From an optimization exercise on the open Yosys and OpenROAD flow, aimed at a short achievable clock period and few clock cycles; shortcuts taken in it are not production practice. Function was not checked in any run shown here: the RTL went through the layout flow alone.

==> flow/design.v (outline; a module is shown in full before it is edited, if it fits) <==
// module mips_divider: 84 lines
// module mips_core: 546 lines
// module mips_mul_s1: 1517 lines
// module mips_mul_s2: 136 lines
module mips_core (
    input  wire        clk,
    input  wire        rst,            
    input  wire [31:0] text_base,      
    output wire [31:0] imem_addr,
    input  wire [31:0] imem_rdata,
    output wire [31:0] dmem_addr,
    output wire        dmem_re,
    output wire        dmem_we,
    output wire [3:0]  dmem_wstrb,
    output wire [31:0] dmem_wdata,
    input  wire [31:0] dmem_rdata,
    output wire        retire_valid,
    output wire [31:0] retire_pc,
    output wire        retire_we,      
    output wire [4:0]  retire_rd,
    output wire [31:0] retire_wdata,
    output reg         halted,
    output reg  [3:0]  halt_cause,
    output reg  [31:0] halt_pc
);
  // ...
==> flow/run.sh <==
#!/bin/bash
# synth_recipe.tcl (not shown) runs the flow's synth.tcl, then flattens the netlist and writes it again
# the make line also repeats each setting of config.mk as NAME=value (left out here)
make -C /OpenROAD-flow-scripts/flow DESIGN_CONFIG=/design/flow/config.mk WORK_HOME=/design/flow/orfs CLKGATE_MAP_FILE= SYNTH_SCRIPT=/design/flow/synth_recipe.tcl finish
==> flow/config.mk <==
export PLATFORM = sky130hd
export DESIGN_NAME = mips_core
export DESIGN_NICKNAME = mips_core
export VERILOG_FILES = /design/flow/design.v
export SDC_FILE = /design/flow/constraint.sdc
export NUM_CORES = 4
export LEC_CHECK = 0
export CAP_MARGIN = 20
export CELL_PAD_IN_SITES_DETAIL_PLACEMENT = 1
export CELL_PAD_IN_SITES_GLOBAL_PLACEMENT = 2
export CORE_MARGIN = 2
export CORE_UTILIZATION = 25
export PLACE_DENSITY = 0.45
export SLEW_MARGIN = 20
==> flow/constraint.sdc <==
create_clock -name core_clock -period 12.5 [get_ports {clk}]
set_input_delay 2.5000 -clock core_clock [delete_from_list [all_inputs] [get_ports {clk}]]
set_output_delay 2.5000 -clock core_clock [all_outputs]
set_load 0.01 [all_outputs]
==> results.json, run 1 <==
{
  "slowest_stage": "inv_2",
  "report.final.slew_viol_count": 0,
  "critPathCaptureType": "flop",
  "synthAdderAreaFrac": 0.0998,
  "yosysMostFrequentCell": "edfxtp_1",
  "synth.area.mux_share": 0.154,
  "yosys_most_used_dff": "edfxtp_1",
  "grt_pass1_vias": 108628,
  "cts_root_buffer": "clkbuf_16",
  "syn-mean-instance-area_um2": 11.4,
  "synth_top_cell_by_area": "edfxtp_1",
  "fin_crit_ns": 6.99,
  "worstSetupStartpoint": "fa_m",
  "final_nets": 12961,
  "start_util": 0.251,
  "antenna_found_initial": 86,
  "cp.depth": 15,
  "core_area_mm2": 0.549,
  "crit_fanout": 30,
  "status": "complete, no violations",
  "slew_headroom": 0.192,
  "nNonClkBuffers": 704,
  "r2r-start": "fa_m"
}
==> inputs of run 2 (changes only) <==
--- a/flow/config.mk
+++ b/flow/config.mk
@@ -10,5 +10,6 @@
 export CELL_PAD_IN_SITES_GLOBAL_PLACEMENT = 2
 export CORE_MARGIN = 2
-export CORE_UTILIZATION = 25
-export PLACE_DENSITY = 0.45
+export CORE_UTILIZATION = 45
+export PLACE_DENSITY = 0.6
+export SETUP_SLACK_MARGIN = 5
 export SLEW_MARGIN = 20
==> results.json, run 2 <==
{
  "status": "complete, no violations",
  "cts_inserted_buffers": 271,
  "fp.dieW_um": 557,
  "yosysMostFrequentCell": "edfxtp_1",
  "hp-class": "flop to flop",
  "rows": 203,
  "wl_per_cell_um": 38.6,
  "worst_pin_slew_ns": 1.26,
  "synth_top_cell_by_area": "edfxtp_1",
  "drive_gt1_frac": 0.152,
  "ys_warn_count": 2,
  "reg2reg_slack_ns": 5.51,
  "cp-start-kind": "flop",
  "core_area_mm2": 0.305,
  "fin_crit_ns": 6.99,
  "gp_congestion": 1.01,
  "final.fill_count": 31633,
  "cts_root_buffer": "clkbuf_16",
  "synth_seq_cells": 2211,
  "crit_path_frequent_cell": "and2_1",
  "cts_buffer_depth": 4,
  "final_util": 0.506,
  "arrival_ns": 7.32,
  "place_ws_ns": 5.12,
  "start_util": 0.452,
  "final_nets": 12910,
  "grt_pass1_vias": 109698,
  "syn-mean-instance-area_um2": 11.4,
  "area_growth_pct": 12.1,
  "reg2reg_depth": 16,
  "die-area_mm2": 0.311,
  "grt_max_degree": 97,
  "skew_ns": 0.0741,
  "slowest_stage": "mux2i_4",
  "critPathCaptureType": "flop",
  "io_pins": 308,
  "dpl.hpwl_um": 430000,
  "worstSetupStartpoint": "fa_m",
  "cp.depth": 16,
  "report.final.slew_viol_count": 0,
  "hold_buffers": 0,
  "crit_fanout": 30,
  "netlist_top_cells_count": "edfxtp_1 (1286), and2_1 (1056), dfxtp_1 (925), clkbuf_1 (893), mux4_2 (668)",
  "worst-setup-path-type": "flop to flop",
  "vias_per_cell": 6.54,
  "fin_crit_sh": 0.559,
  "cts_setup_buffers": 0,
  "timing.fmax_mhz": 143,
  "dr.first_iter.drc_count": 12324,
  "final_hold_viol_count": 0,
  "multiInputGateArea_mm2": 0.0748,
  "synthCells": 12099,
  "cts_resized": 0,
  "antenna_found_initial": 51,
  "required_ns": 12.83,
  "cts.sinks": 2211,
  "yosys-top-cells-area": "edfxtp_1 (28%), dfxtp_1 (13%), mux4_2 (11%)",
  "worst_slack_ns": 5.51,
  "finalSetupTns_ns": 0,
  "crit_end": "pc_f[4]",
  "rsz0062_at_grt": "false",
  "cts_tree": "built",
  "setup_viol": 0,
  "ys_seq_area_frac": 0.414,
  "clk_latency_ns": 0.95,
  "die_h_um": 557,
  "final_common_cell": "edfxtp_1",
  "grt-ovfl-total": 0,
  "yosys_most_used_dff": "edfxtp_1",
  "drt_wl_total_um": 631000,
  "worstPathCellList": "buf_4 -> inv_2 -> mux2i_4 -> inv_1 -> ha_1 -> a2111oi_0 -> and2_1 -> a21bo_2 -> nor3b_1 -> or3_1 -> o311a_1 -> and2_1 -> buf_4 -> and2_1 -> nor2_1 -> nand3_2",
  "netlist_area_mm2": 0.138,
  "ant_nets": 0,
  "path_clk_slew_ns": 0.06,
  "regMostFlops": "gpr",
  "crit_buf_inv": 4,
  "firstDrtPassIters": 9,
  "synthArstFlopShare": 0,
  "r2r-start": "fa_m",
  "ys_types": 104,
  "slew_headroom": 0.158,
  "timing.critical_path.slowest_cell_delay_ns": 0.88,
  "largest_register_ffs": 1024,
  "htree_num_levels": 5,
  "post-route-drc-count": 0,
  "grt_first_pass_wirelength_um": 874000,
  "final_cell_mix": "edfxtp_1 (1286), and2_1 (1054), dfxtp_1 (857)",
  "dr_total_vias": 106789,
  "critPathTopFamily": "simple AND/OR/NAND/NOR gates",
  "regArea_mm2": 0.0573,
  "r2r_end": "pc_f[4]",
  "grtUsageTotal": 0.400,
  "synth_top_area_share": 0.280,
  "reg.largest.list": "gpr: 1024 flops, m2_rows: 186 flops",
  "portBuffers": 307,
  "worstHoldPathCells": 0,
  "maxCapViolations": 0,
  "synth-edff-count": 1286
}
## run 2: cell counts after synthesis
Identical to the previous run, type by type.
## run 2: stage by stage
stage	instances	instance area (um2)	hold WS, ns
floorplan	12130	138000	0.310
global placement	15818	145000	0.312
detailed placement	15819	145000	0.313
CTS	16311	154000	0.317
global route	16314	154000	0.326
finish	16332	155000	0.316
## run 2: kinds of logic (layout without fill, tap and decap cells)
family          Yosys count  in the layout  share of synthesized area
fa+ha+maj               820            820                     0.0998
compound gates         2292           2292                      0.113
mux                    1239           1239                      0.154
other cells               1             53                  0.0000272
simple gates           2807           2807                      0.105
flops                  2211           2211                      0.414
buf+inv                1702           1783                     0.0480
xor+xnor               1027           1027                     0.0653
## run 2: how the worst min path moves through the flow
stage | start | to | slack, ns
floorplan | de_lsign | em_lsign | 0.31
global placement | de_pc[31] | em_pc[31] | 0.31
detailed placement | de_mflo | em_mflo | 0.31
CTS | de_pc[5] | em_pc[5] | 0.32
global route | de_pc[5] | em_pc[5] | 0.33
finish | de_pc[5] | em_pc[5] | 0.32
## run 2: cell type report
| type | instances | area share |
|---|---|---|
| multi-input cells | 8217 | 0.484 |
| well taps | 4100 | 0.0332 |
| clock inverters | 111 | 0.00789 |
| diodes | 21 | 0.000340 |
| clock buffers | 381 | 0.0502 |
| inverters | 605 | 0.0147 |
| repair buffers | 686 | 0.0386 |
| flip-flops and latches | 2211 | 0.371 |
## run 2: layer usage
layer  GRT usage  routed length, um  up-vias  share of wire
met3      0.0831              55600     1633          0.088
li1            -                  -    43461              -
met5           0                117        -        0.00019
met2       0.624             286000     5938           0.45
met1       0.513             244000    55739           0.39
met4       0.241              45100       18          0.072
==> module mips_divider, before the edit <==
module mips_divider (
    input  wire        clk,
    input  wire        rst,
    input  wire        start,       
    input  wire        is_signed,
    input  wire [31:0] dividend,
    input  wire [31:0] divisor,
    output wire        busy,
    output wire        soon,        
    output wire        free_next,   
    output wire        done,        
    output wire [31:0] quotient,
    output wire [31:0] remainder
);
    localparam [1:0] S_IDLE = 2'd0;
    localparam [1:0] S_NORM = 2'd1;
    localparam [1:0] S_ITER = 2'd2;
    localparam [1:0] S_FIX  = 2'd3;
    reg [1:0]  state;
    reg [31:0] rem;
    reg [31:0] quo;
    reg [31:0] dvsr;
    reg [4:0]  count;
    reg        neg_q;
    reg        neg_r;
    wire [31:0] abs_a = (is_signed && dividend[31]) ? -dividend : dividend;
    wire [31:0] abs_b = (is_signed && divisor[31])  ? -divisor  : divisor;
    wire        z4 = (dvsr[31:16] == 16'd0);
    wire [31:0] n4 = z4 ? {dvsr[15:0], 16'd0} : dvsr;
    wire        z3 = (n4[31:24] == 8'd0);
    wire [31:0] n3 = z3 ? {n4[23:0], 8'd0} : n4;
    wire        z2 = (n3[31:28] == 4'd0);
    wire [31:0] n2 = z2 ? {n3[27:0], 4'd0} : n3;
    wire        z1 = (n2[31:30] == 2'd0);
    wire [31:0] n1 = z1 ? {n2[29:0], 2'd0} : n2;
    wire        z0 = ~n1[31];
    wire [31:0] n0 = z0 ? {n1[30:0], 1'd0} : n1;
    wire [4:0]  lz = {z4, z3, z2, z1, z0};
    wire [32:0] diff = {1'b0, rem} - {1'b0, dvsr};
    assign busy      = (state != S_IDLE);
    assign soon      = (state == S_FIX) || ((state == S_ITER) && (count == 5'd0));
    assign free_next = (state == S_IDLE) || (state == S_FIX);
    assign done      = (state == S_FIX);
    assign quotient  = neg_q ? -quo : quo;
    assign remainder = neg_r ? -rem : rem;
    always @(posedge clk) begin
        if (rst) begin
            state <= S_IDLE;
        end else begin
            case (state)
                S_IDLE: if (start) state <= S_NORM;
                S_NORM: state <= S_ITER;
                S_ITER: if (count == 5'd0) state <= S_FIX;
                default: state <= S_IDLE;
            endcase
        end
    end
    always @(posedge clk) begin
        case (state)
            S_IDLE: begin
                rem   <= abs_a;
                dvsr  <= abs_b;
                quo   <= 32'd0;
                neg_q <= is_signed && (dividend[31] ^ divisor[31]);
                neg_r <= is_signed && dividend[31];
            end
            S_NORM: begin
                dvsr  <= n0;
                count <= lz;
            end
            S_ITER: begin
                if (!diff[32]) begin
                    rem <= diff[31:0];
                    quo <= {quo[30:0], 1'b1};
                end else begin
                    quo <= {quo[30:0], 1'b0};
                end
                dvsr  <= dvsr >> 1;
                count <= count - 5'd1;
            end
            default: ;
        endcase
    end
endmodule
==> module mips_core, before the edit <==
module mips_core (
    input  wire        clk,
    input  wire        rst,            
    input  wire [31:0] text_base,      
    output wire [31:0] imem_addr,
    input  wire [31:0] imem_rdata,
    output wire [31:0] dmem_addr,
    output wire        dmem_re,
    output wire        dmem_we,
    output wire [3:0]  dmem_wstrb,
    output wire [31:0] dmem_wdata,
    input  wire [31:0] dmem_rdata,
    output wire        retire_valid,
    output wire [31:0] retire_pc,
    output wire        retire_we,      
    output wire [4:0]  retire_rd,
    output wire [31:0] retire_wdata,
    output reg         halted,
    output reg  [3:0]  halt_cause,
    output reg  [31:0] halt_pc
);
  localparam [3:0] CAUSE_NONE         = 4'd0;
  localparam [3:0] CAUSE_ILLEGAL      = 4'd1;
  localparam [3:0] CAUSE_OVERFLOW     = 4'd2;
  localparam [3:0] CAUSE_DIV_ZERO     = 4'd3;
  localparam [3:0] CAUSE_DIV_OVERFLOW = 4'd4;
  localparam [3:0] CAUSE_MISALIGN_MEM = 4'd5;
  localparam [3:0] CAUSE_MISALIGN_JMP = 4'd6;
  localparam [3:0] CAUSE_SYSCALL      = 4'd7;
  localparam [3:0] CAUSE_BREAK        = 4'd8;
  localparam [3:0] CAUSE_TRAP         = 4'd9;
  localparam R_ADD  = 0;    
  localparam R_SLT  = 1;    
  localparam R_AND  = 2;
  localparam R_OR   = 3;
  localparam R_XOR  = 4;
  localparam R_NOR  = 5;
  localparam R_LUI  = 6;
  localparam R_SH   = 7;    
  localparam R_LINK = 8;    
  localparam NR     = 9;
  reg [31:0] pc_f;           
  reg [31:0] ras;            
  reg        stop;           
  reg        fd_valid;
  reg [31:0] fd_instr;
  reg [31:0] fd_pc;
  reg [31:0] fd_pc4;
  reg        fd_pt;          
  reg [31:0] fd_ptgt;        
  reg        de_valid;
  reg [31:0] de_pc;
  reg [31:0] de_pc4;
  reg [31:0] de_a;           
  reg [31:0] de_b;           
  reg [31:0] de_st;          
  reg        fa_m, fa_w;     
  reg        fb_m, fb_w;     
  reg        fs_m, fs_w;     
  reg [15:0] de_imm;
  reg [4:0]  de_shamt;
  reg [NR-1:0] de_rsel;
  reg        de_sub;         
  reg        de_sltu;        
  reg        de_ovf;         
  reg        de_shv;         
  reg        de_shr;         
  reg        de_sha;         
  reg [4:0]  de_rd;          
  reg        de_late;        
  reg        de_load;
  reg        de_store;
  reg [1:0]  de_size;        
  reg        de_lsign;       
  reg        de_br;          
  reg [1:0]  de_brk;         
  reg        de_jr;          
  reg        de_pt;
  reg [31:0] de_ptgt;
  reg [31:0] de_btgt;        
  reg        de_mul;
  reg        de_div;
  reg        de_mds;         
  reg        de_mthi, de_mtlo, de_mfhi, de_mflo;
  reg [3:0]  de_cause;       
  reg        em_valid;       
  reg        em_fault;
  reg [3:0]  em_cause;
  reg [31:0] em_pc;
  reg [31:0] em_result;
  reg [31:0] em_addr;
  reg [4:0]  em_rd;
  reg        em_load;
  reg [1:0]  em_size;
  reg        em_lsign;
  reg        em_mfhi, em_mflo;
  reg        em_re, em_we;
  reg [3:0]  em_wstrb;
  reg [31:0] em_wdata;
  reg        mw_valid;
  reg        mw_fault;
  reg [3:0]  mw_cause;
  reg [31:0] mw_pc;
  reg [4:0]  mw_rd;
  reg [31:0] mw_result;
  reg [31:0] gpr [1:31];
  reg [31:0] hi;
  reg [31:0] lo;
  assign retire_valid = mw_valid;
  assign retire_pc    = mw_pc;
  assign retire_we    = mw_valid && (mw_rd != 5'd0);
  assign retire_rd    = mw_rd;
  assign retire_wdata = mw_result;
  wire w_we = mw_valid && (mw_rd != 5'd0);
  integer i;
  always @(posedge clk) begin
    if (rst) begin
      for (i = 1; i < 32; i = i + 1)
        gpr[i] <= 32'd0;
    end else if (w_we) begin
      gpr[mw_rd] <= mw_result;
    end
  end
  always @(posedge clk) begin
    if (rst) begin
      halted     <= 1'b0;
      halt_cause <= CAUSE_NONE;
      halt_pc    <= 32'd0;
    end else if (mw_fault) begin
      halted     <= 1'b1;
      halt_cause <= mw_cause;
      halt_pc    <= mw_pc;
    end
  end
  wire [5:0]  d_opc   = fd_instr[31:26];
  wire [5:0]  d_funct = fd_instr[5:0];
  wire [4:0]  d_rs    = fd_instr[25:21];
  wire [4:0]  d_rt    = fd_instr[20:16];
  wire [4:0]  d_rdf   = fd_instr[15:11];
  reg         d_urs, d_urt;    
  reg         d_immb;          
  reg         d_zext;          
  reg [NR-1:0] d_rsel;
  reg         d_sub, d_sltu, d_ovf, d_shv, d_shr, d_sha;
  reg [4:0]   d_rd;
  reg         d_late, d_load, d_store, d_lsign;
  reg [1:0]   d_size;
  reg         d_br, d_jr;
  reg [1:0]   d_brk;
  reg         d_mul, d_div, d_mds, d_mthi, d_mtlo, d_mfhi, d_mflo;
  reg [3:0]   d_cause;
  always @* begin
    d_urs = 1'b0; d_urt = 1'b0; d_immb = 1'b0; d_zext = 1'b0;
    d_rsel = {NR{1'b0}};
    d_sub = 1'b0; d_sltu = 1'b0; d_ovf = 1'b0;
    d_shv = 1'b0; d_shr = 1'b0; d_sha = 1'b0;
    d_rd = 5'd0;
    d_late = 1'b0; d_load = 1'b0; d_store = 1'b0; d_lsign = 1'b0; d_size = 2'd2;
    d_br = 1'b0; d_brk = d_opc[1:0]; d_jr = 1'b0;
    d_mul = 1'b0; d_div = 1'b0; d_mds = 1'b0;
    d_mthi = 1'b0; d_mtlo = 1'b0; d_mfhi = 1'b0; d_mflo = 1'b0;
    d_cause = CAUSE_NONE;
    case (d_opc)
      6'h00: begin
        case (d_funct)
          6'h00, 6'h02, 6'h03: begin
            d_urt = 1'b1; d_rd = d_rdf; d_rsel[R_SH] = 1'b1;
            d_shr = d_funct[1]; d_sha = d_funct[0];
          end
          6'h04, 6'h06, 6'h07: begin
            d_urs = 1'b1; d_urt = 1'b1; d_rd = d_rdf; d_rsel[R_SH] = 1'b1;
            d_shv = 1'b1; d_shr = d_funct[1]; d_sha = d_funct[0];
          end
          6'h08: begin d_urs = 1'b1; d_jr = 1'b1; end
          6'h09: begin d_urs = 1'b1; d_jr = 1'b1; d_rd = d_rdf; d_rsel[R_LINK] = 1'b1; end
          6'h0C: d_cause = CAUSE_SYSCALL;
          6'h0D: d_cause = CAUSE_BREAK;
          6'h10: begin d_rd = d_rdf; d_late = 1'b1; d_mfhi = 1'b1; end
          6'h11: begin d_urs = 1'b1; d_mthi = 1'b1; end
          6'h12: begin d_rd = d_rdf; d_late = 1'b1; d_mflo = 1'b1; end
          6'h13: begin d_urs = 1'b1; d_mtlo = 1'b1; end
          6'h18, 6'h19: begin d_urs = 1'b1; d_urt = 1'b1; d_mul = 1'b1; d_mds = ~d_funct[0]; end
          6'h1A, 6'h1B: begin d_urs = 1'b1; d_urt = 1'b1; d_div = 1'b1; d_mds = ~d_funct[0]; end
          6'h20, 6'h21, 6'h22, 6'h23: begin
            d_urs = 1'b1; d_urt = 1'b1; d_rd = d_rdf; d_rsel[R_ADD] = 1'b1;
            d_sub = d_funct[1]; d_ovf = ~d_funct[0];
          end
          6'h24: begin d_urs = 1'b1; d_urt = 1'b1; d_rd = d_rdf; d_rsel[R_AND] = 1'b1; end
          6'h25: begin d_urs = 1'b1; d_urt = 1'b1; d_rd = d_rdf; d_rsel[R_OR]  = 1'b1; end
          6'h26: begin d_urs = 1'b1; d_urt = 1'b1; d_rd = d_rdf; d_rsel[R_XOR] = 1'b1; end
          6'h27: begin d_urs = 1'b1; d_urt = 1'b1; d_rd = d_rdf; d_rsel[R_NOR] = 1'b1; end
          6'h2A, 6'h2B: begin
            d_urs = 1'b1; d_urt = 1'b1; d_rd = d_rdf; d_rsel[R_SLT] = 1'b1;
            d_sub = 1'b1; d_sltu = d_funct[0];
          end
          default: d_cause = CAUSE_ILLEGAL;
        endcase
      end
      6'h02: ;
      6'h03: begin d_rd = 5'd31; d_rsel[R_LINK] = 1'b1; end
      6'h04, 6'h05: begin d_urs = 1'b1; d_urt = 1'b1; d_br = 1'b1; end
      6'h06, 6'h07: begin d_urs = 1'b1; d_br = 1'b1; end
      6'h08, 6'h09: begin
        d_urs = 1'b1; d_immb = 1'b1; d_rd = d_rt; d_rsel[R_ADD] = 1'b1; d_ovf = ~d_opc[0];
      end
      6'h0A, 6'h0B: begin
        d_urs = 1'b1; d_immb = 1'b1; d_rd = d_rt; d_rsel[R_SLT] = 1'b1;
        d_sub = 1'b1; d_sltu = d_opc[0];
      end
      6'h0C: begin d_urs = 1'b1; d_immb = 1'b1; d_zext = 1'b1; d_rd = d_rt; d_rsel[R_AND] = 1'b1; end
      6'h0D: begin d_urs = 1'b1; d_immb = 1'b1; d_zext = 1'b1; d_rd = d_rt; d_rsel[R_OR]  = 1'b1; end
      6'h0E: begin d_urs = 1'b1; d_immb = 1'b1; d_zext = 1'b1; d_rd = d_rt; d_rsel[R_XOR] = 1'b1; end
      6'h0F: begin d_rd = d_rt; d_rsel[R_LUI] = 1'b1; end
      6'h1A: d_cause = CAUSE_TRAP;
      6'h20, 6'h21, 6'h23, 6'h24, 6'h25: begin
        d_urs = 1'b1; d_rd = d_rt; d_late = 1'b1; d_load = 1'b1;
        d_size = d_opc[1:0] == 2'b11 ? 2'd2 : {1'b0, d_opc[0]};
        d_lsign = ~d_opc[2];
      end
      6'h28, 6'h29, 6'h2B: begin
        d_urs = 1'b1; d_urt = 1'b1; d_store = 1'b1;
        d_size = d_opc[1:0] == 2'b11 ? 2'd2 : {1'b0, d_opc[0]};
      end
      default: d_cause = CAUSE_ILLEGAL;
    endcase
  end
  wire d_rs_use = d_urs && (d_rs != 5'd0);
  wire d_rt_use = d_urt && (d_rt != 5'd0);
  wire e_lhaz = de_valid && de_late &&
                ((d_rs_use && (de_rd == d_rs)) || (d_rt_use && (de_rd == d_rt)));
  wire div_busy;
  wire div_soon;             
  wire div_free_next;        
  wire d_hilo = d_mthi || d_mtlo || d_mfhi || d_mflo || d_mul;
  wire e_div_pend = de_valid && de_div;
  wire d_mdhaz = ((d_hilo || d_div) && e_div_pend) ||
                 (d_hilo && div_busy && !div_soon) ||
                 (d_div && div_busy && !div_free_next) ||
                 ((d_mfhi || d_mflo) && de_valid && de_mul);
  wire redir;                
  wire d_stall = fd_valid && (e_lhaz || d_mdhaz);
  wire d_issue = fd_valid && !d_stall && !redir;
  wire m_wr = em_valid && (em_rd != 5'd0);
  wire e_wr = de_valid && (de_rd != 5'd0);
  wire n_fa_m = d_urs && e_wr && (de_rd == d_rs);
  wire n_fa_w = d_urs && !n_fa_m && m_wr && (em_rd == d_rs);
  wire n_fs_m = d_urt && e_wr && (de_rd == d_rt);
  wire n_fs_w = d_urt && !n_fs_m && m_wr && (em_rd == d_rt);
  wire [31:0] rf_rs = (d_rs == 5'd0) ? 32'd0 :
                      (w_we && (mw_rd == d_rs)) ? mw_result : gpr[d_rs];
  wire [31:0] rf_rt = (d_rt == 5'd0) ? 32'd0 :
                      (w_we && (mw_rd == d_rt)) ? mw_result : gpr[d_rt];
  wire [31:0] d_imm = d_zext ? {16'd0, fd_instr[15:0]} : {{16{fd_instr[15]}}, fd_instr[15:0]};
  wire [31:0] d_btgt = fd_pc4 + {{14{fd_instr[15]}}, fd_instr[15:0], 2'b00};
  wire        e_valid = de_valid && !stop;
  wire [31:0] ea = fa_m ? em_result : fa_w ? mw_result : de_a;
  wire [31:0] eb = fb_m ? em_result : fb_w ? mw_result : de_b;
  wire [31:0] es = fs_m ? em_result : fs_w ? mw_result : de_st;
  wire [31:0] e_simm = {{16{de_imm[15]}}, de_imm};
  wire [31:0] e_bx  = de_sub ? ~eb : eb;
  wire [32:0] e_sum = {1'b0, ea} + {1'b0, e_bx} + {32'd0, de_sub};
  wire        e_ovf = (ea[31] == e_bx[31]) && (e_sum[31] != ea[31]);
  wire        e_lt  = de_sltu ? ~e_sum[32] :
                      ((ea[31] != eb[31]) ? ea[31] : e_sum[31]);
  wire [4:0]  e_sha = de_shv ? ea[4:0] : de_shamt;
  reg  [31:0] e_shin;
  reg  [31:0] e_shrev;
  always @* begin
    for (i = 0; i < 32; i = i + 1)
      e_shin[i] = de_shr ? eb[i] : eb[31 - i];
  end
  wire        e_shfill = de_sha & eb[31];
  wire [31:0] e_shout = $signed({e_shfill, e_shin}) >>> e_sha;
  always @* begin
    for (i = 0; i < 32; i = i + 1)
      e_shrev[i] = de_shr ? e_shout[i] : e_shout[31 - i];
  end
  wire [31:0] e_result =
      ({32{de_rsel[R_ADD]}}  & e_sum[31:0]) |
      ({32{de_rsel[R_SLT]}}  & {31'd0, e_lt}) |
      ({32{de_rsel[R_AND]}}  & (ea & eb)) |
      ({32{de_rsel[R_OR]}}   & (ea | eb)) |
      ({32{de_rsel[R_XOR]}}  & (ea ^ eb)) |
      ({32{de_rsel[R_NOR]}}  & ~(ea | eb)) |
      ({32{de_rsel[R_LUI]}}  & {de_imm, 16'd0}) |
      ({32{de_rsel[R_SH]}}   & e_shrev) |
      ({32{de_rsel[R_LINK]}} & de_pc4);
  wire [31:0] e_addr = ea + e_simm;
  wire        e_mis  = (de_size == 2'd1 && e_addr[0]) ||
                       (de_size == 2'd2 && e_addr[1:0] != 2'b00);
  wire        e_eq    = (ea == es);
  wire        e_azero = (ea == 32'd0);
  reg         e_taken;
  always @* begin
    case (de_brk)
      2'd0: e_taken = e_eq;
      2'd1: e_taken = !e_eq;
      2'd2: e_taken = ea[31] || e_azero;
      default: e_taken = !ea[31] && !e_azero;
    endcase
  end
  wire e_dzero = (es == 32'd0);
  wire e_dovf  = de_mds && (ea == 32'h80000000) && (es == 32'hFFFFFFFF);
  reg [3:0] e_cause;
  always @* begin
    e_cause = de_cause;
    if (de_cause == CAUSE_NONE) begin
      if (de_ovf && e_ovf)                        e_cause = CAUSE_OVERFLOW;
      else if ((de_load || de_store) && e_mis)    e_cause = CAUSE_MISALIGN_MEM;
      else if (de_jr && ea[1:0] != 2'b00)         e_cause = CAUSE_MISALIGN_JMP;
      else if (de_div && e_dzero)                 e_cause = CAUSE_DIV_ZERO;
      else if (de_div && e_dovf)                  e_cause = CAUSE_DIV_OVERFLOW;
    end
  end
  wire e_fault = e_valid && (e_cause != CAUSE_NONE);
  wire e_ok    = e_valid && (e_cause == CAUSE_NONE);
  wire e_br_mis = de_br && (e_taken != de_pt);
  wire e_jr_mis = de_jr && (!de_pt || (ea != de_ptgt));
  assign redir  = e_ok && (e_br_mis || e_jr_mis);
  wire [31:0] redir_pc = de_jr ? ea : (e_taken ? de_btgt : de_pc4);
  reg [3:0]  e_wstrb;
  reg [31:0] e_wdata;
  always @* begin
    case (de_size)
      2'd0: begin e_wstrb = 4'b0001 << e_addr[1:0]; e_wdata = {4{es[7:0]}}; end
      2'd1: begin e_wstrb = e_addr[1] ? 4'b1100 : 4'b0011; e_wdata = {2{es[15:0]}}; end
      default: begin e_wstrb = 4'b1111; e_wdata = es; end
    endcase
  end
  wire [34:0] e_bb = {{2{de_mds & es[31]}}, es, 1'b0};
  reg  [16:0] e_sng, e_dbl, e_neg;
  always @* begin
    for (i = 0; i < 17; i = i + 1) begin
      e_sng[i] = e_bb[2*i+1] ^ e_bb[2*i];
      e_dbl[i] = (e_bb[2*i+2] & ~e_bb[2*i+1] & ~e_bb[2*i]) |
                 (~e_bb[2*i+2] & e_bb[2*i+1] & e_bb[2*i]);
      e_neg[i] = e_bb[2*i+2];
    end
  end
  reg         m1_mul, m1_mthi, m1_mtlo;
  reg [32:0]  m1_a;
  reg [16:0]  m1_sng, m1_dbl, m1_neg;
  reg [31:0]  m1_val;
  wire [191:0] m1_rows;
  reg         m2_mul;
  reg [191:0] m2_rows;
  wire [63:0] m2_prod;
  mips_mul_s1 u_mul1 (.a(m1_a), .sng(m1_sng), .dbl(m1_dbl), .neg(m1_neg), .rows(m1_rows));
  mips_mul_s2 u_mul2 (.rows(m2_rows), .p(m2_prod));
  wire        div_done;
  wire [31:0] div_q;
  wire [31:0] div_r;
  mips_divider u_div (
      .clk       (clk),
      .rst       (rst),
      .start     (e_ok && de_div),
      .is_signed (de_mds),
      .dividend  (ea),
      .divisor   (es),
      .busy      (div_busy),
      .soon      (div_soon),
      .free_next (div_free_next),
      .done      (div_done),
      .quotient  (div_q),
      .remainder (div_r)
  );
  always @(posedge clk) begin
    if (rst) begin
      m1_mul  <= 1'b0;
      m1_mthi <= 1'b0;
      m1_mtlo <= 1'b0;
      m2_mul  <= 1'b0;
      hi      <= 32'd0;
      lo      <= 32'd0;
    end else begin
      m1_mul  <= e_ok && de_mul;
      m1_mthi <= e_ok && de_mthi;
      m1_mtlo <= e_ok && de_mtlo;
      m2_mul  <= m1_mul;
      if (m1_mthi)
        hi <= m1_val;
      else if (m2_mul)
        hi <= m2_prod[63:32];
      else if (div_done)
        hi <= div_r;
      if (m1_mtlo)
        lo <= m1_val;
      else if (m2_mul)
        lo <= m2_prod[31:0];
      else if (div_done)
        lo <= div_q;
    end
  end
  always @(posedge clk) begin
    m1_a    <= {de_mds & ea[31], ea};
    m1_sng  <= e_sng;
    m1_dbl  <= e_dbl;
    m1_neg  <= e_neg;
    m1_val  <= ea;
    m2_rows <= m1_rows;
  end
  assign dmem_addr  = em_addr;
  assign dmem_re    = em_re;
  assign dmem_we    = em_we;
  assign dmem_wstrb = em_wstrb;
  assign dmem_wdata = em_wdata;
  wire [7:0]  m_byte = em_addr[1] ? (em_addr[0] ? dmem_rdata[31:24] : dmem_rdata[23:16])
                                  : (em_addr[0] ? dmem_rdata[15:8]  : dmem_rdata[7:0]);
  wire [15:0] m_half = em_addr[1] ? dmem_rdata[31:16] : dmem_rdata[15:0];
  reg  [31:0] m_result;
  always @* begin
    if (em_load) begin
      case (em_size)
        2'd0:    m_result = {{24{em_lsign & m_byte[7]}}, m_byte};
        2'd1:    m_result = {{16{em_lsign & m_half[15]}}, m_half};
        default: m_result = dmem_rdata;
      endcase
    end else if (em_mfhi) begin
      m_result = hi;
    end else if (em_mflo) begin
      m_result = lo;
    end else begin
      m_result = em_result;
    end
  end
  assign imem_addr = pc_f;
  wire [31:0] f_ir   = imem_rdata;
  wire [31:0] f_pc4  = pc_f + 32'd4;
  wire        f_j    = (f_ir[31:27] == 5'b00001);                   
  wire        f_jal  = (f_ir[31:26] == 6'h03) ||
                       ((f_ir[31:26] == 6'h00) && (f_ir[5:0] == 6'h09));
  wire        f_jr31 = (f_ir[31:26] == 6'h00) && (f_ir[5:0] == 6'h08) && (f_ir[25:21] == 5'd31);
  wire        f_br   = (f_ir[31:28] == 4'b0001);
  wire        f_brt  = f_br && ((f_ir[27:26] == 2'b01) || f_ir[15]);    
  wire [16:0] f_tlo   = {1'b0, f_pc4[17:2]} + {1'b0, f_ir[15:0]};
  wire [13:0] f_thi0  = f_pc4[31:18];
  wire [13:0] f_thip  = f_pc4[31:18] + 14'd1;
  wire [13:0] f_thim  = f_pc4[31:18] - 14'd1;
  wire [13:0] f_thi   = f_ir[15] ? (f_tlo[16] ? f_thi0 : f_thim)
                                 : (f_tlo[16] ? f_thip : f_thi0);
  wire [31:0] f_btgt  = {f_thi, f_tlo[15:0], 2'b00};
  wire [31:0] f_jtgt  = {f_pc4[31:28], f_ir[25:0], 2'b00};
  wire        f_pt    = f_j || f_jr31 || f_brt;
  wire [31:0] f_next  = f_j ? f_jtgt : f_jr31 ? ras : f_brt ? f_btgt : f_pc4;
  wire        f_acc   = !d_stall;      
  always @(posedge clk) begin
    if (rst) begin
      pc_f     <= text_base;
      ras      <= 32'd0;
      stop     <= 1'b0;
      fd_valid <= 1'b0;
      de_valid <= 1'b0;
      em_valid <= 1'b0;
      em_fault <= 1'b0;
      em_re    <= 1'b0;
      em_we    <= 1'b0;
      mw_valid <= 1'b0;
      mw_fault <= 1'b0;
    end else begin
      if (e_fault)
        stop <= 1'b1;
      if (redir)
        pc_f <= redir_pc;
      else if (f_acc)
        pc_f <= f_next;
      if (!redir && f_acc && f_jal)
        ras <= f_pc4;
      if (redir)
        fd_valid <= 1'b0;
      else if (f_acc)
        fd_valid <= 1'b1;
      de_valid <= d_issue;
      em_valid <= e_ok;
      em_fault <= e_fault;
      em_re    <= e_ok && de_load;
      em_we    <= e_ok && de_store;
      mw_valid <= em_valid;
      mw_fault <= em_fault;
    end
  end
  always @(posedge clk) begin
    if (f_acc) begin
      fd_instr <= f_ir;
      fd_pc    <= pc_f;
      fd_pc4   <= f_pc4;
      fd_pt    <= f_pt;
      fd_ptgt  <= ras;
    end
    de_pc    <= fd_pc;
    de_pc4   <= fd_pc4;
    de_a     <= rf_rs;
    de_b     <= d_immb ? d_imm : rf_rt;
    de_st    <= rf_rt;
    fa_m     <= n_fa_m;
    fa_w     <= n_fa_w;
    fb_m     <= n_fs_m && !d_immb;
    fb_w     <= n_fs_w && !d_immb;
    fs_m     <= n_fs_m;
    fs_w     <= n_fs_w;
    de_imm   <= fd_instr[15:0];
    de_shamt <= fd_instr[10:6];
    de_rsel  <= d_rsel;
    de_sub   <= d_sub;
    de_sltu  <= d_sltu;
    de_ovf   <= d_ovf;
    de_shv   <= d_shv;
    de_shr   <= d_shr;
    de_sha   <= d_sha;
    de_rd    <= d_rd;
    de_late  <= d_late;
    de_load  <= d_load;
    de_store <= d_store;
    de_size  <= d_size;
    de_lsign <= d_lsign;
    de_br    <= d_br;
    de_brk   <= d_brk;
    de_jr    <= d_jr;
    de_pt    <= fd_pt;
    de_ptgt  <= fd_ptgt;
    de_btgt  <= d_btgt;
    de_mul   <= d_mul;
    de_div   <= d_div;
    de_mds   <= d_mds;
    de_mthi  <= d_mthi;
    de_mtlo  <= d_mtlo;
    de_mfhi  <= d_mfhi;
    de_mflo  <= d_mflo;
    de_cause <= d_cause;
    em_cause <= e_cause;
    em_pc    <= de_pc;
    em_result <= e_result;
    em_addr  <= e_addr;
    em_rd    <= e_fault ? 5'd0 : de_rd;
    em_load  <= de_load;
    em_size  <= de_size;
    em_lsign <= de_lsign;
    em_mfhi  <= de_mfhi;
    em_mflo  <= de_mflo;
    em_wstrb <= e_wstrb;
    em_wdata <= e_wdata;
    mw_cause  <= em_cause;
    mw_pc     <= em_pc;
    mw_rd     <= em_rd;
    mw_result <= m_result;
  end
endmodule
==> inputs of run 3 (changes only) <==
==> flow/design.v (replaced) <==
module mips_divider (
    input  wire        clk,
    input  wire        rst,
    input  wire        start,       
    input  wire        is_signed,
    input  wire [31:0] dividend,
    input  wire [31:0] divisor,
    output reg         busy,
    output reg         done,        
    output wire [31:0] quotient,
    output wire [31:0] remainder
);
    reg [32:0] rem;
    reg [31:0] quo;
    reg [31:0] dvsr;
    reg [4:0]  count;
    reg        neg_q;
    reg        neg_r;
    wire [31:0] abs_a = (is_signed && dividend[31]) ? -dividend : dividend;
    wire [31:0] abs_b = (is_signed && divisor[31])  ? -divisor  : divisor;
    wire [32:0] rem_shift = {rem[31:0], quo[31]};
    wire [32:0] diff      = rem_shift - {1'b0, dvsr};
    assign quotient  = neg_q ? -quo : quo;
    assign remainder = neg_r ? -rem[31:0] : rem[31:0];
    always @(posedge clk) begin
        if (rst) begin
            busy  <= 1'b0;
            done  <= 1'b0;
            count <= 5'd0;
        end else begin
            done <= 1'b0;
            if (start && !busy) begin
                busy  <= 1'b1;
                count <= 5'd0;
                rem   <= 33'd0;
                quo   <= abs_a;
                dvsr  <= abs_b;
                neg_q <= is_signed && (dividend[31] ^ divisor[31]);
                neg_r <= is_signed && dividend[31];
            end else if (busy) begin
                if (!diff[32]) begin
                    rem <= diff;
                    quo <= {quo[30:0], 1'b1};
                end else begin
                    rem <= rem_shift;
                    quo <= {quo[30:0], 1'b0};
                end
                count <= count + 5'd1;
                if (count == 5'd31) begin
                    busy <= 1'b0;
                    done <= 1'b1;
                end
            end
        end
    end
endmodule
module mips_core (
    input  wire        clk,
    input  wire        rst,            
    input  wire [31:0] text_base,      
    output wire [31:0] imem_addr,
    input  wire [31:0] imem_rdata,
    output wire [31:0] dmem_addr,
    output wire        dmem_re,
    output wire        dmem_we,
    output wire [3:0]  dmem_wstrb,
    output wire [31:0] dmem_wdata,
    input  wire [31:0] dmem_rdata,
    output wire        retire_valid,
    output wire [31:0] retire_pc,
    output wire        retire_we,      
    output wire [4:0]  retire_rd,
    output wire [31:0] retire_wdata,
    output reg         halted,
    output reg  [3:0]  halt_cause,
    output reg  [31:0] halt_pc
);
  localparam [5:0] SLOT_HI = 6'd32;
  localparam [5:0] SLOT_LO = 6'd33;
  localparam [5:0] OP_SLL     = 6'd0;
  localparam [5:0] OP_SRL     = 6'd1;
  localparam [5:0] OP_SRA     = 6'd2;
  localparam [5:0] OP_SLLV    = 6'd3;
  localparam [5:0] OP_SRLV    = 6'd4;
  localparam [5:0] OP_SRAV    = 6'd5;
  localparam [5:0] OP_JR      = 6'd6;
  localparam [5:0] OP_JALR    = 6'd7;
  localparam [5:0] OP_SYSCALL = 6'd8;
  localparam [5:0] OP_BREAK   = 6'd9;
  localparam [5:0] OP_MFHI    = 6'd10;
  localparam [5:0] OP_MTHI    = 6'd11;
  localparam [5:0] OP_MFLO    = 6'd12;
  localparam [5:0] OP_MTLO    = 6'd13;
  localparam [5:0] OP_MULT    = 6'd14;
  localparam [5:0] OP_MULTU   = 6'd15;
  localparam [5:0] OP_DIV     = 6'd16;
  localparam [5:0] OP_DIVU    = 6'd17;
  localparam [5:0] OP_ADD     = 6'd18;
  localparam [5:0] OP_ADDU    = 6'd19;
  localparam [5:0] OP_SUB     = 6'd20;
  localparam [5:0] OP_SUBU    = 6'd21;
  localparam [5:0] OP_AND     = 6'd22;
  localparam [5:0] OP_OR      = 6'd23;
  localparam [5:0] OP_XOR     = 6'd24;
  localparam [5:0] OP_NOR     = 6'd25;
  localparam [5:0] OP_SLT     = 6'd26;
  localparam [5:0] OP_SLTU    = 6'd27;
  localparam [5:0] OP_BEQ     = 6'd28;
  localparam [5:0] OP_BNE     = 6'd29;
  localparam [5:0] OP_BLEZ    = 6'd30;
  localparam [5:0] OP_BGTZ    = 6'd31;
  localparam [5:0] OP_ADDI    = 6'd32;
  localparam [5:0] OP_ADDIU   = 6'd33;
  localparam [5:0] OP_SLTI    = 6'd34;
  localparam [5:0] OP_SLTIU   = 6'd35;
  localparam [5:0] OP_ANDI    = 6'd36;
  localparam [5:0] OP_ORI     = 6'd37;
  localparam [5:0] OP_XORI    = 6'd38;
  localparam [5:0] OP_LUI     = 6'd39;
  localparam [5:0] OP_TRAP    = 6'd40;
  localparam [5:0] OP_LB      = 6'd41;
  localparam [5:0] OP_LH      = 6'd42;
  localparam [5:0] OP_LW      = 6'd43;
  localparam [5:0] OP_LBU     = 6'd44;
  localparam [5:0] OP_LHU     = 6'd45;
  localparam [5:0] OP_SB      = 6'd46;
  localparam [5:0] OP_SH      = 6'd47;
  localparam [5:0] OP_SW      = 6'd48;
  localparam [5:0] OP_J       = 6'd49;
  localparam [5:0] OP_JAL     = 6'd50;
  localparam [5:0] OP_ILLEGAL = 6'd63;
  localparam [3:0] CAUSE_NONE         = 4'd0;
  localparam [3:0] CAUSE_ILLEGAL      = 4'd1;
  localparam [3:0] CAUSE_OVERFLOW     = 4'd2;
  localparam [3:0] CAUSE_DIV_ZERO     = 4'd3;
  localparam [3:0] CAUSE_DIV_OVERFLOW = 4'd4;
  localparam [3:0] CAUSE_MISALIGN_MEM = 4'd5;
  localparam [3:0] CAUSE_MISALIGN_JMP = 4'd6;
  localparam [3:0] CAUSE_SYSCALL      = 4'd7;
  localparam [3:0] CAUSE_BREAK        = 4'd8;
  localparam [3:0] CAUSE_TRAP         = 4'd9;
  reg [31:0] pc;             
  reg        pc_valid;       
  reg        stop;           
  reg        fd_valid;
  reg [31:0] fd_instr;
  reg [31:0] fd_pc;
  reg        de_valid;
  reg [5:0]  de_op;
  reg [31:0] de_pc;
  reg [31:0] de_v1;
  reg [31:0] de_v2;
  reg [25:0] de_field;       
  reg [5:0]  de_dst;
  reg [5:0]  de_dst2;
  reg        de_jump;
  reg        em_valid;
  reg [5:0]  em_op;
  reg [31:0] em_pc;
  reg [31:0] em_result;
  reg [31:0] em_result2;
  reg [31:0] em_addr;
  reg [31:0] em_sdata;
  reg [31:0] em_new_pc;
  reg [5:0]  em_dst;
  reg [5:0]  em_dst2;
  reg        em_jump;
  reg [3:0]  em_cause;
  reg        mw_valid;
  reg [31:0] mw_pc;
  reg [31:0] mw_result;
  reg [31:0] mw_result2;
  reg [31:0] mw_new_pc;
  reg [5:0]  mw_dst;
  reg [5:0]  mw_dst2;
  reg        mw_jump;
  reg [3:0]  mw_cause;
  reg [31:0] gpr [0:31];
  reg [31:0] hi;
  reg [31:0] lo;
  wire w_retire = mw_valid && (mw_cause == CAUSE_NONE);
  wire w_fault  = mw_valid && (mw_cause != CAUSE_NONE);
  wire w_jump   = w_retire && mw_jump;
  assign retire_valid = w_retire;
  assign retire_pc    = mw_pc;
  assign retire_we    = w_retire && (mw_dst != 6'd0) && (mw_dst < 6'd32);
  assign retire_rd    = mw_dst[4:0];
  assign retire_wdata = mw_result;
  integer i;
  always @(posedge clk) begin
    if (rst) begin
      for (i = 0; i < 32; i = i + 1)
        gpr[i] <= 32'd0;
      hi <= 32'd0;
      lo <= 32'd0;
    end else if (w_retire) begin
      if ((mw_dst != 6'd0) && (mw_dst < 6'd32))
        gpr[mw_dst[4:0]] <= mw_result;
      if (mw_dst == SLOT_HI)
        hi <= mw_result;
      if (mw_dst == SLOT_LO)
        lo <= mw_result;
      if (mw_dst2 == SLOT_HI)
        hi <= mw_result2;
    end
  end
  always @(posedge clk) begin
    if (rst) begin
      halted     <= 1'b0;
      halt_cause <= CAUSE_NONE;
      halt_pc    <= 32'd0;
    end else if (w_fault) begin
      halted     <= 1'b1;
      halt_cause <= mw_cause;
      halt_pc    <= mw_pc;
    end
  end
  wire [5:0]  d_opc   = fd_instr[31:26];
  wire [5:0]  d_funct = fd_instr[5:0];
  wire [5:0]  d_rs    = {1'b0, fd_instr[25:21]};
  wire [5:0]  d_rt    = {1'b0, fd_instr[20:16]};
  wire [5:0]  d_rd    = {1'b0, fd_instr[15:11]};
  reg  [5:0]  d_op;
  reg  [5:0]  d_src1;
  reg  [5:0]  d_src2;
  reg  [5:0]  d_dst;
  reg  [5:0]  d_dst2;
  always @* begin
    d_op   = OP_ILLEGAL;
    d_src1 = 6'd0;
    d_src2 = 6'd0;
    d_dst  = 6'd0;
    d_dst2 = 6'd0;
    case (d_opc)
      6'h00: begin
        case (d_funct)
          6'h00: begin d_op = OP_SLL;  d_src1 = d_rt; d_dst = d_rd; end
          6'h02: begin d_op = OP_SRL;  d_src1 = d_rt; d_dst = d_rd; end
          6'h03: begin d_op = OP_SRA;  d_src1 = d_rt; d_dst = d_rd; end
          6'h04: begin d_op = OP_SLLV; d_src1 = d_rt; d_src2 = d_rs; d_dst = d_rd; end
          6'h06: begin d_op = OP_SRLV; d_src1 = d_rt; d_src2 = d_rs; d_dst = d_rd; end
          6'h07: begin d_op = OP_SRAV; d_src1 = d_rt; d_src2 = d_rs; d_dst = d_rd; end
          6'h08: begin d_op = OP_JR;   d_src1 = d_rs; end
          6'h09: begin d_op = OP_JALR; d_src1 = d_rs; d_dst = d_rd; end
          6'h0C: begin d_op = OP_SYSCALL; end
          6'h0D: begin d_op = OP_BREAK; end
          6'h10: begin d_op = OP_MFHI; d_src1 = SLOT_HI; d_dst = d_rd; end
          6'h11: begin d_op = OP_MTHI; d_src1 = d_rs; d_dst = SLOT_HI; end
          6'h12: begin d_op = OP_MFLO; d_src1 = SLOT_LO; d_dst = d_rd; end
          6'h13: begin d_op = OP_MTLO; d_src1 = d_rs; d_dst = SLOT_LO; end
          6'h18: begin d_op = OP_MULT;  d_src1 = d_rs; d_src2 = d_rt; d_dst = SLOT_LO; d_dst2 = SLOT_HI; end
          6'h19: begin d_op = OP_MULTU; d_src1 = d_rs; d_src2 = d_rt; d_dst = SLOT_LO; d_dst2 = SLOT_HI; end
          6'h1A: begin d_op = OP_DIV;   d_src1 = d_rs; d_src2 = d_rt; d_dst = SLOT_LO; d_dst2 = SLOT_HI; end
          6'h1B: begin d_op = OP_DIVU;  d_src1 = d_rs; d_src2 = d_rt; d_dst = SLOT_LO; d_dst2 = SLOT_HI; end
          6'h20: begin d_op = OP_ADD;  d_src1 = d_rs; d_src2 = d_rt; d_dst = d_rd; end
          6'h21: begin d_op = OP_ADDU; d_src1 = d_rs; d_src2 = d_rt; d_dst = d_rd; end
          6'h22: begin d_op = OP_SUB;  d_src1 = d_rs; d_src2 = d_rt; d_dst = d_rd; end
          6'h23: begin d_op = OP_SUBU; d_src1 = d_rs; d_src2 = d_rt; d_dst = d_rd; end
          6'h24: begin d_op = OP_AND;  d_src1 = d_rs; d_src2 = d_rt; d_dst = d_rd; end
          6'h25: begin d_op = OP_OR;   d_src1 = d_rs; d_src2 = d_rt; d_dst = d_rd; end
          6'h26: begin d_op = OP_XOR;  d_src1 = d_rs; d_src2 = d_rt; d_dst = d_rd; end
          6'h27: begin d_op = OP_NOR;  d_src1 = d_rs; d_src2 = d_rt; d_dst = d_rd; end
          6'h2A: begin d_op = OP_SLT;  d_src1 = d_rs; d_src2 = d_rt; d_dst = d_rd; end
          6'h2B: begin d_op = OP_SLTU; d_src1 = d_rs; d_src2 = d_rt; d_dst = d_rd; end
          default: d_op = OP_ILLEGAL;
        endcase
      end
      6'h02: begin d_op = OP_J; end
      6'h03: begin d_op = OP_JAL;   d_dst = 6'd31; end
      6'h04: begin d_op = OP_BEQ;   d_src1 = d_rs; d_src2 = d_rt; end
      6'h05: begin d_op = OP_BNE;   d_src1 = d_rs; d_src2 = d_rt; end
      6'h06: begin d_op = OP_BLEZ;  d_src1 = d_rs; end
      6'h07: begin d_op = OP_BGTZ;  d_src1 = d_rs; end
      6'h08: begin d_op = OP_ADDI;  d_src1 = d_rs; d_dst = d_rt; end
      6'h09: begin d_op = OP_ADDIU; d_src1 = d_rs; d_dst = d_rt; end
      6'h0A: begin d_op = OP_SLTI;  d_src1 = d_rs; d_dst = d_rt; end
      6'h0B: begin d_op = OP_SLTIU; d_src1 = d_rs; d_dst = d_rt; end
      6'h0C: begin d_op = OP_ANDI;  d_src1 = d_rs; d_dst = d_rt; end
      6'h0D: begin d_op = OP_ORI;   d_src1 = d_rs; d_dst = d_rt; end
      6'h0E: begin d_op = OP_XORI;  d_src1 = d_rs; d_dst = d_rt; end
      6'h0F: begin d_op = OP_LUI;   d_dst = d_rt; end
      6'h1A: begin d_op = OP_TRAP; end
      6'h20: begin d_op = OP_LB;    d_src1 = d_rs; d_dst = d_rt; end
      6'h21: begin d_op = OP_LH;    d_src1 = d_rs; d_dst = d_rt; end
      6'h23: begin d_op = OP_LW;    d_src1 = d_rs; d_dst = d_rt; end
      6'h24: begin d_op = OP_LBU;   d_src1 = d_rs; d_dst = d_rt; end
      6'h25: begin d_op = OP_LHU;   d_src1 = d_rs; d_dst = d_rt; end
      6'h28: begin d_op = OP_SB;    d_src1 = d_rs; d_src2 = d_rt; end
      6'h29: begin d_op = OP_SH;    d_src1 = d_rs; d_src2 = d_rt; end
      6'h2B: begin d_op = OP_SW;    d_src1 = d_rs; d_src2 = d_rt; end
      default: d_op = OP_ILLEGAL;
    endcase
  end
  wire d_is_jump = (d_op == OP_BEQ) || (d_op == OP_BNE) || (d_op == OP_BLEZ) ||
                   (d_op == OP_BGTZ) || (d_op == OP_J) || (d_op == OP_JAL) ||
                   (d_op == OP_JR) || (d_op == OP_JALR);
  wire d_pend_src1 = (d_src1 != 6'd0) &&
      ((de_valid && ((de_dst == d_src1) || (de_dst2 == d_src1))) ||
       (em_valid && ((em_dst == d_src1) || (em_dst2 == d_src1))));
  wire d_pend_src2 = (d_src2 != 6'd0) &&
      ((de_valid && ((de_dst == d_src2) || (de_dst2 == d_src2))) ||
       (em_valid && ((em_dst == d_src2) || (em_dst2 == d_src2))));
  wire d_pend_dst  = (d_dst != 6'd0) &&
      ((de_valid && ((de_dst == d_dst) || (de_dst2 == d_dst))) ||
       (em_valid && ((em_dst == d_dst) || (em_dst2 == d_dst))));
  wire d_pend_dst2 = (d_dst2 != 6'd0) &&
      ((de_valid && ((de_dst == d_dst2) || (de_dst2 == d_dst2))) ||
       (em_valid && ((em_dst == d_dst2) || (em_dst2 == d_dst2))));
  wire d_hazard = d_pend_src1 || d_pend_src2 || d_pend_dst || d_pend_dst2;
  wire e_stall;
  wire d_issue = fd_valid && !stop && !d_hazard && !e_stall;
  reg [31:0] d_v1;
  reg [31:0] d_v2;
  always @* begin
    if (d_src1 == 6'd0)                              d_v1 = 32'd0;
    else if (w_retire && (mw_dst == d_src1))         d_v1 = mw_result;
    else if (w_retire && (mw_dst2 == d_src1))        d_v1 = mw_result2;
    else if (d_src1 == SLOT_HI)                      d_v1 = hi;
    else if (d_src1 == SLOT_LO)                      d_v1 = lo;
    else                                             d_v1 = gpr[d_src1[4:0]];
    if (d_src2 == 6'd0)                              d_v2 = 32'd0;
    else if (w_retire && (mw_dst == d_src2))         d_v2 = mw_result;
    else if (w_retire && (mw_dst2 == d_src2))        d_v2 = mw_result2;
    else if (d_src2 == SLOT_HI)                      d_v2 = hi;
    else if (d_src2 == SLOT_LO)                      d_v2 = lo;
    else                                             d_v2 = gpr[d_src2[4:0]];
  end
  wire [31:0] pc_w     = w_jump ? mw_new_pc : pc;
  wire        pcv_w    = w_jump ? 1'b1 : pc_valid;
  wire [31:0] pc_next  = (d_issue && !d_is_jump) ? pc_w + 32'd4 : pc_w;
  wire        pcv_next = (d_issue && d_is_jump) ? 1'b0 : pcv_w;
  wire        d_hold   = fd_valid && !d_issue;
  wire        f_fetch  = !d_hold && pcv_next && !stop;
  assign imem_addr = pc_next;
  wire        e_valid = de_valid && !stop;
  wire [4:0]  e_shamt = de_field[10:6];
  wire [31:0] e_simm  = {{16{de_field[15]}}, de_field[15:0]};
  wire [31:0] e_zimm  = {16'd0, de_field[15:0]};
  wire [31:0] e_pc4   = de_pc + 32'd4;
  wire [31:0] e_btgt  = e_pc4 + {e_simm[29:0], 2'b00};
  wire [31:0] e_jtgt  = {e_pc4[31:28], de_field[25:0], 2'b00};
  wire [31:0] e_addr  = de_v1 + e_simm;
  wire        e_mul_signed = (de_op == OP_MULT);
  wire signed [32:0] e_mul_a = {e_mul_signed & de_v1[31], de_v1};
  wire signed [32:0] e_mul_b = {e_mul_signed & de_v2[31], de_v2};
  wire signed [65:0] e_prod  = e_mul_a * e_mul_b;
  wire        e_is_div  = (de_op == OP_DIV) || (de_op == OP_DIVU);
  wire        e_div_zero = (de_v2 == 32'd0);
  wire        e_div_ovf  = (de_op == OP_DIV) && (de_v1 == 32'h80000000) && (de_v2 == 32'hFFFFFFFF);
  wire        e_div_ok   = e_valid && e_is_div && !e_div_zero && !e_div_ovf;
  wire        div_busy;
  wire        div_done;
  wire [31:0] div_q;
  wire [31:0] div_r;
  mips_divider u_div (
      .clk       (clk),
      .rst       (rst),
      .start     (e_div_ok && !div_busy && !div_done),
      .is_signed (de_op == OP_DIV),
      .dividend  (de_v1),
      .divisor   (de_v2),
      .busy      (div_busy),
      .done      (div_done),
      .quotient  (div_q),
      .remainder (div_r)
  );
  assign e_stall = e_div_ok && !div_done;
  wire [31:0] e_add = de_v1 + de_v2;
  wire [31:0] e_sub = de_v1 - de_v2;
  wire [31:0] e_addi = de_v1 + e_simm;
  reg [31:0] e_result;
  reg [31:0] e_result2;
  reg [31:0] e_new_pc;
  reg [3:0]  e_cause;
  always @* begin
    e_result  = 32'd0;
    e_result2 = 32'd0;
    e_new_pc  = e_pc4;
    e_cause   = CAUSE_NONE;
    case (de_op)
      OP_SLL:   e_result = de_v1 << e_shamt;
      OP_SRL:   e_result = de_v1 >> e_shamt;
      OP_SRA:   e_result = $signed(de_v1) >>> e_shamt;
      OP_SLLV:  e_result = de_v1 << de_v2[4:0];
      OP_SRLV:  e_result = de_v1 >> de_v2[4:0];
      OP_SRAV:  e_result = $signed(de_v1) >>> de_v2[4:0];
      OP_JR: begin
        e_new_pc = de_v1;
        if (de_v1[1:0] != 2'b00) e_cause = CAUSE_MISALIGN_JMP;
      end
      OP_JALR: begin
        e_new_pc = de_v1;
        e_result = e_pc4;
        if (de_v1[1:0] != 2'b00) e_cause = CAUSE_MISALIGN_JMP;
      end
      OP_SYSCALL: e_cause = CAUSE_SYSCALL;
      OP_BREAK:   e_cause = CAUSE_BREAK;
      OP_TRAP:    e_cause = CAUSE_TRAP;
      OP_ILLEGAL: e_cause = CAUSE_ILLEGAL;
      OP_MFHI, OP_MFLO, OP_MTHI, OP_MTLO: e_result = de_v1;
      OP_MULT, OP_MULTU: begin
        e_result  = e_prod[31:0];
        e_result2 = e_prod[63:32];
      end
      OP_DIV, OP_DIVU: begin
        if (e_div_zero)     e_cause = CAUSE_DIV_ZERO;
        else if (e_div_ovf) e_cause = CAUSE_DIV_OVERFLOW;
        e_result  = div_q;
        e_result2 = div_r;
      end
      OP_ADD: begin
        e_result = e_add;
        if ((de_v1[31] == de_v2[31]) && (e_add[31] != de_v1[31])) e_cause = CAUSE_OVERFLOW;
      end
      OP_ADDU:  e_result = e_add;
      OP_SUB: begin
        e_result = e_sub;
        if ((de_v1[31] != de_v2[31]) && (e_sub[31] != de_v1[31])) e_cause = CAUSE_OVERFLOW;
      end
      OP_SUBU:  e_result = e_sub;
      OP_AND:   e_result = de_v1 & de_v2;
      OP_OR:    e_result = de_v1 | de_v2;
      OP_XOR:   e_result = de_v1 ^ de_v2;
      OP_NOR:   e_result = ~(de_v1 | de_v2);
      OP_SLT:   e_result = {31'd0, $signed(de_v1) < $signed(de_v2)};
      OP_SLTU:  e_result = {31'd0, de_v1 < de_v2};
      OP_BEQ:   e_new_pc = (de_v1 == de_v2) ? e_btgt : e_pc4;
      OP_BNE:   e_new_pc = (de_v1 != de_v2) ? e_btgt : e_pc4;
      OP_BLEZ:  e_new_pc = ($signed(de_v1) <= 0) ? e_btgt : e_pc4;
      OP_BGTZ:  e_new_pc = ($signed(de_v1) > 0) ? e_btgt : e_pc4;
      OP_ADDI: begin
        e_result = e_addi;
        if ((de_v1[31] == e_simm[31]) && (e_addi[31] != de_v1[31])) e_cause = CAUSE_OVERFLOW;
      end
      OP_ADDIU: e_result = e_addi;
      OP_SLTI:  e_result = {31'd0, $signed(de_v1) < $signed(e_simm)};
      OP_SLTIU: e_result = {31'd0, de_v1 < e_simm};
      OP_ANDI:  e_result = de_v1 & e_zimm;
      OP_ORI:   e_result = de_v1 | e_zimm;
      OP_XORI:  e_result = de_v1 ^ e_zimm;
      OP_LUI:   e_result = {de_field[15:0], 16'd0};
      OP_LH, OP_LHU, OP_SH: begin
        if (e_addr[0] != 1'b0) e_cause = CAUSE_MISALIGN_MEM;
      end
      OP_LW, OP_SW: begin
        if (e_addr[1:0] != 2'b00) e_cause = CAUSE_MISALIGN_MEM;
      end
      OP_J:     e_new_pc = e_jtgt;
      OP_JAL: begin
        e_new_pc = e_jtgt;
        e_result = e_pc4;
      end
      default: ;
    endcase
  end
  wire e_fault = e_valid && !e_stall && (e_cause != CAUSE_NONE);
  wire m_act   = em_valid && (em_cause == CAUSE_NONE);
  wire m_store = m_act && ((em_op == OP_SB) || (em_op == OP_SH) || (em_op == OP_SW));
  wire m_load  = m_act && ((em_op == OP_LB) || (em_op == OP_LBU) || (em_op == OP_LH) ||
                           (em_op == OP_LHU) || (em_op == OP_LW));
  reg [3:0]  m_wstrb;
  reg [31:0] m_wdata;
  always @* begin
    case (em_op)
      OP_SB: begin
        m_wstrb = 4'b0001 << em_addr[1:0];
        m_wdata = {4{em_sdata[7:0]}};
      end
      OP_SH: begin
        m_wstrb = em_addr[1] ? 4'b1100 : 4'b0011;
        m_wdata = {2{em_sdata[15:0]}};
      end
      default: begin
        m_wstrb = 4'b1111;
        m_wdata = em_sdata;
      end
    endcase
  end
  assign dmem_addr  = em_addr;
  assign dmem_re    = m_load;
  assign dmem_we    = m_store;
  assign dmem_wstrb = m_wstrb;
  assign dmem_wdata = m_wdata;
  wire [31:0] m_shifted = dmem_rdata >> {em_addr[1:0], 3'b000};
  wire [7:0]  m_byte    = m_shifted[7:0];
  wire [15:0] m_half = em_addr[1] ? dmem_rdata[31:16] : dmem_rdata[15:0];
  reg [31:0] m_result;
  always @* begin
    case (em_op)
      OP_LB:   m_result = {{24{m_byte[7]}}, m_byte};
      OP_LBU:  m_result = {24'd0, m_byte};
      OP_LH:   m_result = {{16{m_half[15]}}, m_half};
      OP_LHU:  m_result = {16'd0, m_half};
      OP_LW:   m_result = dmem_rdata;
      default: m_result = em_result;
    endcase
  end
  always @(posedge clk) begin
    if (rst) begin
      pc       <= text_base;
      pc_valid <= 1'b1;
      stop     <= 1'b0;
      fd_valid <= 1'b0;
      de_valid <= 1'b0;
      em_valid <= 1'b0;
      mw_valid <= 1'b0;
    end else begin
      pc       <= pc_next;
      pc_valid <= pcv_next;
      if (e_fault)
        stop <= 1'b1;
      if (!d_hold) begin
        fd_valid <= f_fetch;
        fd_instr <= imem_rdata;
        fd_pc    <= pc_next;
      end
      if (!e_stall) begin
        de_valid <= d_issue;
        de_op    <= d_op;
        de_pc    <= fd_pc;
        de_v1    <= d_v1;
        de_v2    <= d_v2;
        de_field <= fd_instr[25:0];
        de_dst   <= d_dst;
        de_dst2  <= d_dst2;
        de_jump  <= d_is_jump;
      end
      em_valid   <= e_valid && !e_stall;
      em_op      <= de_op;
      em_pc      <= de_pc;
      em_result  <= e_result;
      em_result2 <= e_result2;
      em_addr    <= e_addr;
      em_sdata   <= de_v2;
      em_new_pc  <= e_new_pc;
      em_dst     <= de_dst;
      em_dst2    <= de_dst2;
      em_jump    <= de_jump;
      em_cause   <= e_cause;
      mw_valid   <= em_valid;
      mw_pc      <= em_pc;
      mw_result  <= m_act ? m_result : em_result;
      mw_result2 <= em_result2;
      mw_new_pc  <= em_new_pc;
      mw_dst     <= em_dst;
      mw_dst2    <= em_dst2;
      mw_jump    <= em_jump;
      mw_cause   <= em_cause;
    end
  end
endmodule
--- a/flow/config.mk
+++ b/flow/config.mk
@@ -10,6 +10,5 @@
 export CELL_PAD_IN_SITES_GLOBAL_PLACEMENT = 2
 export CORE_MARGIN = 2
-export CORE_UTILIZATION = 45
-export PLACE_DENSITY = 0.6
-export SETUP_SLACK_MARGIN = 5
+export CORE_UTILIZATION = 25
+export PLACE_DENSITY = 0.45
 export SLEW_MARGIN = 20
==> results.json, run 3 <==
{
  "rsz0062_at_grt": "false",
  "worst-setup-path-type": "flop to flop",
  "syn-mean-instance-area_um2": 9.14,
  "status": "complete, no violations",
  "synthArstFlopShare": 0,
  "grt_pass1_vias": 135297,
  "netlist_area_mm2": 0.147,
  "post-route-drc-count": 0,
  "grtUsageTotal": 0.305,
  "gp_congestion": 0.962,
  "crit_fanout": 13,
  "met2_length_um": 422000,
  "area_growth_pct": 15.8,
  "dr_total_vias": 131857,
  "clk_latency_ns": 1.01,
  "crit_path_frequent_cell": "fa_1",
  "worstSetupStartpoint": "de_op[5]",
  "timing.hold.ws_ns": 0.391,
  "final_nets": 17741,
  "synth_seq_cells": 1818,
  "hold_buffers": 0,
  "timing.critical_path.slowest_cell_delay_ns": 0.93,
  "yosys-top-cells-area": "edfxtp_1 (34%), fa_1 (15%), nand2_1 (8.3%)",
  "timing.fmax_mhz": 85.4,
  "largest_register_ffs": 1024,
  "final_common_cell": "nand2_1",
  "path_clk_slew_ns": 0.06,
  "ys_warn_count": 2,
  "topRoutingLayerUsed": "met5",
  "rows": 281,
  "critPathCaptureType": "flop",
  "vias_per_cell": 5.47,
  "htree_num_levels": 5,
  "finalSetupTns_ns": 0,
  "cts_inserted_buffers": 266,
  "wl_met1_um": 411000,
  "antenna_found_initial": 158,
  "ys_seq_area_frac": 0.361,
  "fp.dieW_um": 771,
  "slew_headroom": 0.112,
  "r2r_end": "em_result2[27]",
  "netlist_top_cells_count": "nand2_1 (3269), edfxtp_1 (1672), inv_1 (1383), fa_1 (1130), clkbuf_1 (1040)",
  "drt_wl_total_um": 932000,
  "skew_ns": 0.104,
  "yosysMostFrequentCell": "nand2_1",
  "dr.first_iter.drc_count": 13896,
  "r2r-start": "de_op[5]",
  "fin_crit_ns": 11.71,
  "ys_types": 107,
  "cts_setup_buffers": 0,
  "final_hold_viol_count": 0,
  "io_pins": 308,
  "ant_nets": 0,
  "synth-edff-count": 1672,
  "regMostFlops": "gpr",
  "cp-start-kind": "flop",
  "drive_gt1_frac": 0.0817,
  "final_cell_mix": "nand2_1 (3263), edfxtp_1 (1672), inv_1 (1364)",
  "firstDrtPassIters": 6,
  "portBuffers": 307,
  "arrival_ns": 12.41,
  "min-delay-start": "fd_instr[7]",
  "worstHoldPathCells": 0,
  "maxCapViolations": 0,
  "hp-class": "flop to flop",
  "cts_tree": "built",
  "cts_root_buffer": "clkbuf_16"
}
## run 3: changes by cell type in the layout (fill, tap and decap cells not counted), moves of 196 or more
cell	previous run	this run
xor2_1	440	99
mux4_2	668	33
edfxtp_1	1286	1672
nand3_1	133	705
inv_1	591	1364
xnor2_1	585	272
dfxtp_1	857	146
fa_1	466	1130
nor2_1	620	879
buf_4	376	572
and3_1	42	261
a311oi_1	9	302
nand2_1	518	3263
a22oi_1	561	36
## run 3: cell type report
cell class | instances | area (um2)
well taps | 7782 | 9740
clock buffers | 349 | 7150
flip-flops and latches | 1818 | 53100
diodes | 64 | 160
inverters | 1404 | 5280
multi-input cells | 11644 | 85200
clock inverters | 134 | 1600
repair buffers | 922 | 8220
fillers | 66402 | 416000
## run 3: cells by family after synthesis
| family | after synthesis | synth area share |
|---|---|---|
| xor+xnor | 376 | 0.0224 |
| compound gates | 2513 | 0.116 |
| buf+inv | 2679 | 0.0691 |
| fa+ha+maj | 1587 | 0.193 |
| other cells | 1 | 0.0000255 |
| flops | 1818 | 0.361 |
| mux | 383 | 0.0293 |
| simple gates | 6753 | 0.210 |
## run 3: layer usage
layer	track usage	vias up
met2	0.489	5187
met3	0.0394	1218
met5	0	-
met1	0.418	70736
li1	-	54698
met4	0.120	18
## run 3: critical path, delay by kind of cell, from the launching register on
| kind | cells | cell delay (ns) |
|---|---|---|
| fa+ha+maj | 9 | 4.84 |
| flops | 1 | 0.59 |
| xor+xnor | 1 | 0.17 |
| compound gates | 9 | 2.08 |
| simple gates | 4 | 2.49 |
| buf+inv | 7 | 1.23 |
## run 3: how the worst max path moves through the flow
stage | end | slack (ns)
2_1_floorplan | gpr[10][0] | 3.06
3_3_place_gp | em_result2[27] | 0.77
3_5_place_dp | em_result2[27] | 0.83
4_1_cts | em_result2[27] | 0.84
5_1_grt | em_result2[31] | 0.29
6_report | em_result2[27] | 0.79
## run 3: per-stage QoR
stage	util	setup slack, ns	instance area (um2)	std cells
after floorplan	-	3.06	147000	16141
after global placement	0.275	0.771	161000	23558
after detailed placement	0.276	0.834	162000	23567
after CTS	0.291	0.844	170000	24050
after global routing	0.291	0.292	170000	24059
final	0.291	0.794	171000	24117

[afterwards: timing with drivers on the ports]
How much do the figures lean on ideal ports? The routed layouts below were timed once more, with nothing changed but the port constraints.
Step 1 assumes that a clkbuf_16 drives the clock port and a buf_2 every other input.
Step 2, shift: input delay + t, output delay - t, t = (earliest + latest rising clock arrival at the registers) / 2. This alone moves slack from input paths to output paths.
a / b / c = ideal / step 1 / step 2; a / b = the first two.
run | t (ns) | setup WS [ns] | hold slack, ns | clock arrival spread, ns | worst register clock-pin slew, ns
run 1 | 1.079 | 5.507 / 5.507 / 5.097 | 0.320 / 0.320 / 0.320 | 0.082 / 0.082 | 0.07 / 0.07
run 2 | 1.012 | 5.508 / 5.508 / 4.988 | 0.316 / 0.316 / 0.316 | 0.093 / 0.093 | 0.07 / 0.07
run 3 | 1.079 | 0.794 / 0.794 / 0.794 | 0.391 / 0.391 / 0.391 | 0.104 / 0.105 | 0.08 / 0.08
After both steps setup and hold are still met in every run listed. For run 2, which loses most, drivers alone change the setup slack by 0.000 ns; drivers and shift together by -0.520 ns.
